Background: an optimization exercise with open tools, aiming at small area, a short achievable clock period and few clock cycles. Do not read the settings as production practice. At most, simulation tests tie the RTL to the original design; equivalence was not proved. Power is estimated from default activity; no workload was simulated.

Design zz_extract, start of the top module:
module zz_extract (
    input  wire        clk,
    input  wire        rst,
    input  wire        reg_valid,
    input  wire        reg_we,
    input  wire [7:0]  reg_addr,
    input  wire [31:0] reg_wdata,
    output wire [31:0] reg_rdata,
    output wire        coef_req,
    output wire [15:0] coef_row,
    output wire [15:0] coef_col,
    input  wire [15:0] coef_rdata,
    output reg         pay_we,
    output wire [31:0] pay_addr,
    output reg  [7:0]  pay_wdata
);
    reg        busy, done;
    reg        init;           
    reg [15:0] grid_h, grid_w;
    reg        s_st, s_h, s_w, s_len, s_ol, s_bc;
    reg        req;
    reg [12:0] bxi, byi;       
    reg [2:0]  r, c;           
    reg [4:0]  ech;            
    reg        v1;             
    reg        u2, b2;         
    reg [31:0] tcnt;           
    reg [31:0] len;            
    reg [28:0] outcnt;         
    reg        hdr_ok;
    reg        underrun;
    assign coef_req = req;
    assign coef_row = {byi, r};
    assign coef_col = {bxi, c};
    assign pay_addr = {3'd0, outcnt};
    wire host_wr   = reg_valid && reg_we;
    wire wr_ok     = host_wr && !busy;
    wire wr_ctrl   = wr_ok && (reg_addr == 8'h00);
    wire cmd_start = wr_ctrl && reg_wdata[0];
    wire cmd_clear = wr_ctrl && !reg_wdata[0] && reg_wdata[1];
    wire [12:0] wq = grid_w[15:3];
    wire [2:0]  wr8 = grid_w[2:0];
    wire [12:0] hq = grid_h[15:3];
    wire [2:0]  hr8 = grid_h[2:0];
    wire [12:0] bxi_inc = bxi + 13'd1;
    wire [12:0] byi_inc = byi + 13'd1;
    wire        cx_a = (bxi == wq);
    wire        cx_b = (bxi_inc == wq);
    wire        cy_a = (byi == hq);
    wire        cy_b = (byi_inc == hq);
    wire        lc = (wr8 != 3'd0) ? cx_a : cx_b;
    wire        lb = (hr8 != 3'd0) ? cy_a : cy_b;
    wire [2:0]  cm = lc ? wr8 - 3'd1 : 3'd7;
    wire [2:0]  rm = lb ? hr8 - 3'd1 : 3'd7;
    wire        blk_end = (r == rm) && (c == cm);
    wire        even    = ~(r[0] ^ c[0]);
    reg  [2:0]  nr, nc;
    always @(*) begin
        nr = r; nc = c;
        if (even) begin
            if (c == cm)          nr = r + 3'd1;
            else if (r == 3'd0)   nc = c + 3'd1;
            else begin            nr = r - 3'd1; nc = c + 3'd1; end
        end else begin
            if (r == rm)          nc = c + 3'd1;
            else if (c == 3'd0)   nr = r + 3'd1;
  ...
clock: 8.5 ns
lec_check: 0
cap_margin: 20
core_margin: 2
core_utilization: 40
setup_slack_margin: 5
slew_margin: 20
standard.sh (not shown) runs the stock make flow with config.mk's settings and CLKGATE_MAP_FILE= SYNTH_SCRIPT=/design/flow/synth_recipe.tcl, a recipe that flattens the netlist after the stock synthesis.
==> flow/flow/run.sh <==
#!/bin/bash
# The standard layout (standard.sh), with the port buffers made of
# sky130_fd_sc_hd__buf_1 cells and a larger setup repair margin.
# make's full output goes to flow_make.log; ORFS keeps each step's own log
# under orfs/logs/.
set -uo pipefail
bash standard.sh "BUFFER_PORTS_ARGS=-buffer_cell sky130_fd_sc_hd__buf_1" SETUP_SLACK_MARGIN=6 finish > flow_make.log 2>&1
Testbench counts at the start, summed over its fixed seeds: cycles 93,674.
Next try:
==> flow/flow/run.sh (replaced) <==
#!/bin/bash
# The standard layout (standard.sh), with the port buffers made of
# sky130_fd_sc_hd__buf_1 cells. make's full output goes to flow_make.log;
# ORFS keeps each step's own log under orfs/logs/.
set -uo pipefail
bash standard.sh "BUFFER_PORTS_ARGS=-buffer_cell sky130_fd_sc_hd__buf_1" finish > flow_make.log 2>&1
- ABC_CLOCK_PERIOD_IN_PS: default -> 3000
The new run produced a clean layout.
Combinational power shrinks by 22%.
Power grows by 2.1%.
First-iteration DRC count shrinks by 15%.
Count of clock-buffer cells in the layout shrinks by 1.
Worst hold slack got worse by 0.0075 ns.
Setup slack got worse by 0.036 ns.
Die area is unchanged.
Non-clock buffer count shrinks by 108.
Core utilization shrinks by 8.8 points.
Area after synthesis stays the same.
Next try:
==> flow/run.sh (new file) <==
#!/bin/bash
# synth_recipe.tcl (not shown) runs the flow's synth.tcl, then flattens the netlist and writes it again
# the make line also repeats each setting of config.mk as NAME=value (left out here)
make -C /OpenROAD-flow-scripts/flow DESIGN_CONFIG=/design/flow/config.mk WORK_HOME=/design/flow/orfs CLKGATE_MAP_FILE= SYNTH_SCRIPT=/design/flow/synth_recipe.tcl finish
removed: flow/flow/run.sh
removed: flow/standard.sh
Result:
- The changed run finished clean
- wire length increases by 2.5%
- non-clock buffer count does not change
- die area stays the same
- setup slack degrades by 0.089 ns
- final area increases by 7.2%
- clock-buffer cell count increases by 2
Next try:
- ABC_CLOCK_PERIOD_IN_PS: 3000 -> default
- SETUP_SLACK_MARGIN: 5 -> default
After rerunning:
- The changed run finished clean
- via count barely changes
- total power barely changes
- setup slack is worse by 0.62 ns

* * *

## run 1
The RTL this note starts from:
==> flow/design.v <==
module zz_extract (
    input  wire        clk,
    input  wire        rst,
    input  wire        reg_valid,
    input  wire        reg_we,
    input  wire [7:0]  reg_addr,
    input  wire [31:0] reg_wdata,
    output reg  [31:0] reg_rdata,
    output wire        coef_req,
    output wire [15:0] coef_row,
    output wire [15:0] coef_col,
    input  wire [15:0] coef_rdata,
    output reg         pay_we,
    output wire [31:0] pay_addr,
    output reg  [7:0]  pay_wdata
);
    reg        busy, done;
    reg        init;           
    reg [15:0] grid_h, grid_w;
    reg        req;
    reg [12:0] bxi, byi;       
    reg [2:0]  r, c;           
    reg        sdone;          
    reg        v1;             
    reg        u2, b2;         
    reg [31:0] tcnt;           
    reg [31:0] len;            
    reg [28:0] outcnt;         
    reg        hdr_ok;
    reg        underrun;
    assign coef_req = req;
    assign coef_row = {byi, r};
    assign coef_col = {bxi, c};
    assign pay_addr = {3'd0, outcnt};
    wire host_wr   = reg_valid && reg_we;
    wire wr_ok     = host_wr && !busy;
    wire wr_ctrl   = wr_ok && (reg_addr == 8'h00);
    wire cmd_start = wr_ctrl && reg_wdata[0];
    wire cmd_clear = wr_ctrl && !reg_wdata[0] && reg_wdata[1];
    wire [12:0] wq  = grid_w[15:3];
    wire [2:0]  wr8 = grid_w[2:0];
    wire [12:0] hq  = grid_h[15:3];
    wire [2:0]  hr8 = grid_h[2:0];
    reg         lc, lb;                
    wire [2:0]  cm = lc ? wr8 - 3'd1 : 3'd7;
    wire [2:0]  rm = lb ? hr8 - 3'd1 : 3'd7;
    wire        blk_end = (r == rm) && (c == cm);
    wire        even    = ~(r[0] ^ c[0]);
    reg  [2:0]  nr, nc;
    always @(*) begin
        nr = r; nc = c;
        if (even) begin
            if (c == cm)          nr = r + 3'd1;
            else if (r == 3'd0)   nc = c + 3'd1;
            else begin            nr = r - 3'd1; nc = c + 3'd1; end
        end else begin
            if (r == rm)          nc = c + 3'd1;
            else if (c == 3'd0)   nr = r + 3'd1;
            else begin            nr = r + 3'd1; nc = c - 3'd1; end
        end
    end
    wire        first   = busy && init;
    wire [12:0] bxi_inc = bxi + 13'd1;
    wire [12:0] byi_inc = byi + 13'd1;
    wire [12:0] wl = (wr8 != 3'd0) ? wq : wq - 13'd1;
    wire [12:0] hl = (hr8 != 3'd0) ? hq : hq - 13'd1;
    wire        w_le8 = (wl == 13'd0);
    wire        h_le8 = (hl == 13'd0);
    reg         x1_last, y1_last;
    always @(posedge clk) begin
        x1_last <= (bxi_inc == wl);
        y1_last <= (byi_inc == hl);
    end
    wire        nlc  = (first || lc) ? w_le8 : x1_last;
    wire        nlb  = first ? h_le8 : (lc ? y1_last : lb);
    wire        ncm0 = nlc && (wr8 == 3'd1);
    wire        nrm0 = nlb && (hr8 == 3'd1);
    wire        last = (lc && lb) || (ncm0 && nrm0);
    wire        g_empty = (grid_h == 16'd0) || (grid_w == 16'd0) ||
                          (ncm0 && nrm0);
    wire usable = !((coef_rdata[15:1] == 15'd0) || (coef_rdata == 16'hFFFF));
    wire fin  = sdone && !v1 && !u2 && !pay_we;
    wire pact = hdr_ok && !((len[31:29] == 3'd0) && (len[28:0] == outcnt));
    wire [31:0] status = {20'd0, 3'd0, done && !hdr_ok, 3'd0,
                          hdr_ok && (busy || done), done && underrun,
                          done && !hdr_ok, done, busy};
    wire [31:0] rd_len = init ? 32'd0 : len;
    wire [31:0] rd_ol  = init ? 32'd0 : {3'd0, outcnt};
    wire [31:0] rd_bc  = init ? 32'd0 : tcnt;
    wire        a_ok   = (reg_addr[7:5] == 3'd0) && (reg_addr[1:0] == 2'd0);
    wire [31:0] m_lo0  = reg_addr[2] ? status           : 32'd0;
    wire [31:0] m_lo1  = reg_addr[2] ? {16'd0, grid_w}  : {16'd0, grid_h};
    wire [31:0] m_hi0  = reg_addr[2] ? rd_ol            : rd_len;
    wire [31:0] m_hi1  = reg_addr[2] ? 32'd0            : rd_bc;
    wire [31:0] m_lo   = reg_addr[3] ? m_lo1 : m_lo0;
    wire [31:0] m_hi   = reg_addr[3] ? m_hi1 : m_hi0;
    wire [31:0] m_all  = reg_addr[4] ? m_hi  : m_lo;
    always @(posedge clk)
        reg_rdata <= a_ok ? m_all : 32'd0;
    always @(posedge clk) begin
        b2 <= coef_rdata[0];
        if (first) begin
            bxi <= 13'd0;
            byi <= 13'd0;
            lc  <= nlc;
            lb  <= nlb;
            r   <= ncm0 ? 3'd1 : 3'd0;
            c   <= ncm0 ? 3'd0 : 3'd1;
        end else if (req) begin
            if (!blk_end) begin
                r <= nr;
                c <= nc;
            end else begin
                bxi <= lc ? 13'd0 : bxi_inc;
                if (lc) byi <= byi_inc;
                lc  <= nlc;
                lb  <= nlb;
                r   <= ncm0 ? 3'd1 : 3'd0;
                c   <= ncm0 ? 3'd0 : 3'd1;
            end
        end
        if (u2 && pact) begin
            case (tcnt[2:0])
                3'd0: pay_wdata <= {b2, 7'd0};
                3'd1: pay_wdata[6] <= b2;
                3'd2: pay_wdata[5] <= b2;
                3'd3: pay_wdata[4] <= b2;
                3'd4: pay_wdata[3] <= b2;
                3'd5: pay_wdata[2] <= b2;
                3'd6: pay_wdata[1] <= b2;
                default: pay_wdata[0] <= b2;
            endcase
        end
    end
    always @(posedge clk) begin
        if (rst) begin
            busy     <= 1'b0;
            done     <= 1'b0;
            init     <= 1'b0;
            grid_h   <= 16'd0;
            grid_w   <= 16'd0;
            req      <= 1'b0;
            sdone    <= 1'b0;
            v1       <= 1'b0;
            u2       <= 1'b0;
            tcnt     <= 32'd0;
            len      <= 32'd0;
            outcnt   <= 29'd0;
            hdr_ok   <= 1'b0;
            underrun <= 1'b0;
            pay_we   <= 1'b0;
        end else begin
            init <= cmd_start || cmd_clear;
            if (cmd_start) begin
                busy <= 1'b1;
                done <= 1'b0;
            end else if (cmd_clear) begin
                done <= 1'b0;
            end
            if (wr_ok && reg_addr == 8'h08) grid_h <= reg_wdata[15:0];
            if (wr_ok && reg_addr == 8'h0C) grid_w <= reg_wdata[15:0];
            if (first) begin
                if (g_empty) sdone <= 1'b1;
                else         req   <= 1'b1;
            end else if (req && blk_end && last) begin
                req   <= 1'b0;
                sdone <= 1'b1;
            end
            if (fin) begin
                sdone <= 1'b0;
                busy  <= 1'b0;
                done  <= 1'b1;
            end
            v1 <= req;
            u2 <= v1 && usable;
            pay_we <= 1'b0;
            if (init) begin
                tcnt     <= 32'd0;
                len      <= 32'd0;
                outcnt   <= 29'd0;
                hdr_ok   <= 1'b0;
                underrun <= 1'b0;
            end else begin
                if (u2) begin
                    tcnt <= tcnt + 32'd1;
                    if (!hdr_ok) begin
                        len <= {len[30:0], b2};
                        if (tcnt[4:0] == 5'd31) hdr_ok <= 1'b1;
                    end else if (pact && tcnt[2:0] == 3'd7) begin
                        pay_we <= 1'b1;
                    end
                end
                if (pay_we) outcnt <= outcnt + 29'd1;
                if (fin && pact) begin
                    underrun <= 1'b1;
                    if (tcnt[2:0] != 3'd0) pay_we <= 1'b1;
                end
            end
        end
    end
endmodule
export LEC_CHECK = 0
export CAP_MARGIN = 20
export CORE_MARGIN = 2
export CORE_UTILIZATION = 40
export SETUP_SLACK_MARGIN = 5
export SLEW_MARGIN = 20
create_clock -name core_clock -period 8.5 [get_ports {clk}]
==> flow/flow/run.sh <==
#!/bin/bash
# The standard layout (standard.sh), with the port buffers made of
# sky130_fd_sc_hd__buf_1 cells, a larger setup repair margin, and a clock
# tree of small clock buffers without dummy loads.
# make's full output goes to flow_make.log; ORFS keeps each step's own log
# under orfs/logs/.
set -uo pipefail
bash standard.sh "BUFFER_PORTS_ARGS=-buffer_cell sky130_fd_sc_hd__buf_1" SETUP_SLACK_MARGIN=5.7 \
  "CTS_ARGS=-sink_clustering_enable -repair_clock_nets -root_buf sky130_fd_sc_hd__clkbuf_8 -buf_list sky130_fd_sc_hd__clkbuf_8 -dont_use_dummy_load -sink_clustering_size 12 -sink_clustering_max_diameter 60" \
  finish > flow_make.log 2>&1
Relative to run 1, the following input files were edited for run 2:
--- a/flow/flow/run.sh
+++ b/flow/flow/run.sh
@@ -9 +9 @@
-  "CTS_ARGS=-sink_clustering_enable -repair_clock_nets -root_buf sky130_fd_sc_hd__clkbuf_8 -buf_list sky130_fd_sc_hd__clkbuf_8 -dont_use_dummy_load -sink_clustering_size 12 -sink_clustering_max_diameter 60" \
+  "CTS_ARGS=-sink_clustering_enable -repair_clock_nets -root_buf sky130_fd_sc_hd__clkbuf_8 -buf_list sky130_fd_sc_hd__clkbuf_8 -dont_use_dummy_load" \
==> summary.txt <==
- Diff run 1 -> run 2 | worst IR drop on VDD | decrease of 21%
- Looking only at power share of the clock group, and setting everything else aside, the higher value of run 2 and run 1 goes to run 2.
- Diff run 2 and run 1: clock-pin slew on the worst setup and hold paths higher in run 1
- Status: area added between synthesis and finish parity (run 1, run 2)
- Between run 2 and run 1, the via count of the first global-routing pass figures differ only marginally.
- Total of max-cap violations came out exactly the same in run 2 and run 1.
- Lower number of fill cells among run 2 and run 1: run 2
- Compared run 1 against run 2; count of unresolved DRC violations after routing within noise.
- From run 1 to run 2 the numbers moved as follows: number of cells in the finished layout apart from fillers essentially unchanged, post-layout total power up 12%.
No functional check of the RTL was part of any run of this note.

separate check: timing with driven ports:
How much do the figures lean on ideal ports? The routed layouts below were timed once more, with nothing changed but the port constraints. Step 1: set_driving_cell puts a clkbuf_16 on clk and a buf_2 on each other input, an assumption about the parent block. Step 2 also shifts input and output timing later by t, the mid clock arrival at the registers, as if the neighbouring blocks saw the same clock. a / b / c = ideal ports / drivers / drivers and shift; a / b = the first two.
run | t, ns | slack for setup (ns) | hold WS [ns]
the first run of note 1 | 0.478 | 5.152 / 5.102 / 5.274 | 0.433 / 0.433 / 0.433
the second run of note 1 | 0.483 | 5.115 / 5.067 / 4.731 | 0.426 / 0.426 / 0.426
the third run of note 1 | 0.480 | 5.026 / 4.975 / 4.728 | 0.441 / 0.441 / 0.441
the fourth run of note 1 | 0.476 | 4.402 / 4.402 / 4.402 | 0.429 / 0.429 / 0.429
run 1 | 0.579 | 5.687 / 5.660 / 5.121 | 0.468 / 0.468 / 0.468
run 2 | 0.554 | 5.584 / 5.594 / 5.040 | 0.461 / 0.461 / 0.461
After both steps setup and hold are still met in every run listed. For run 1, which loses most, drivers alone change the setup slack by -0.027 ns; drivers and shift together by -0.566 ns.
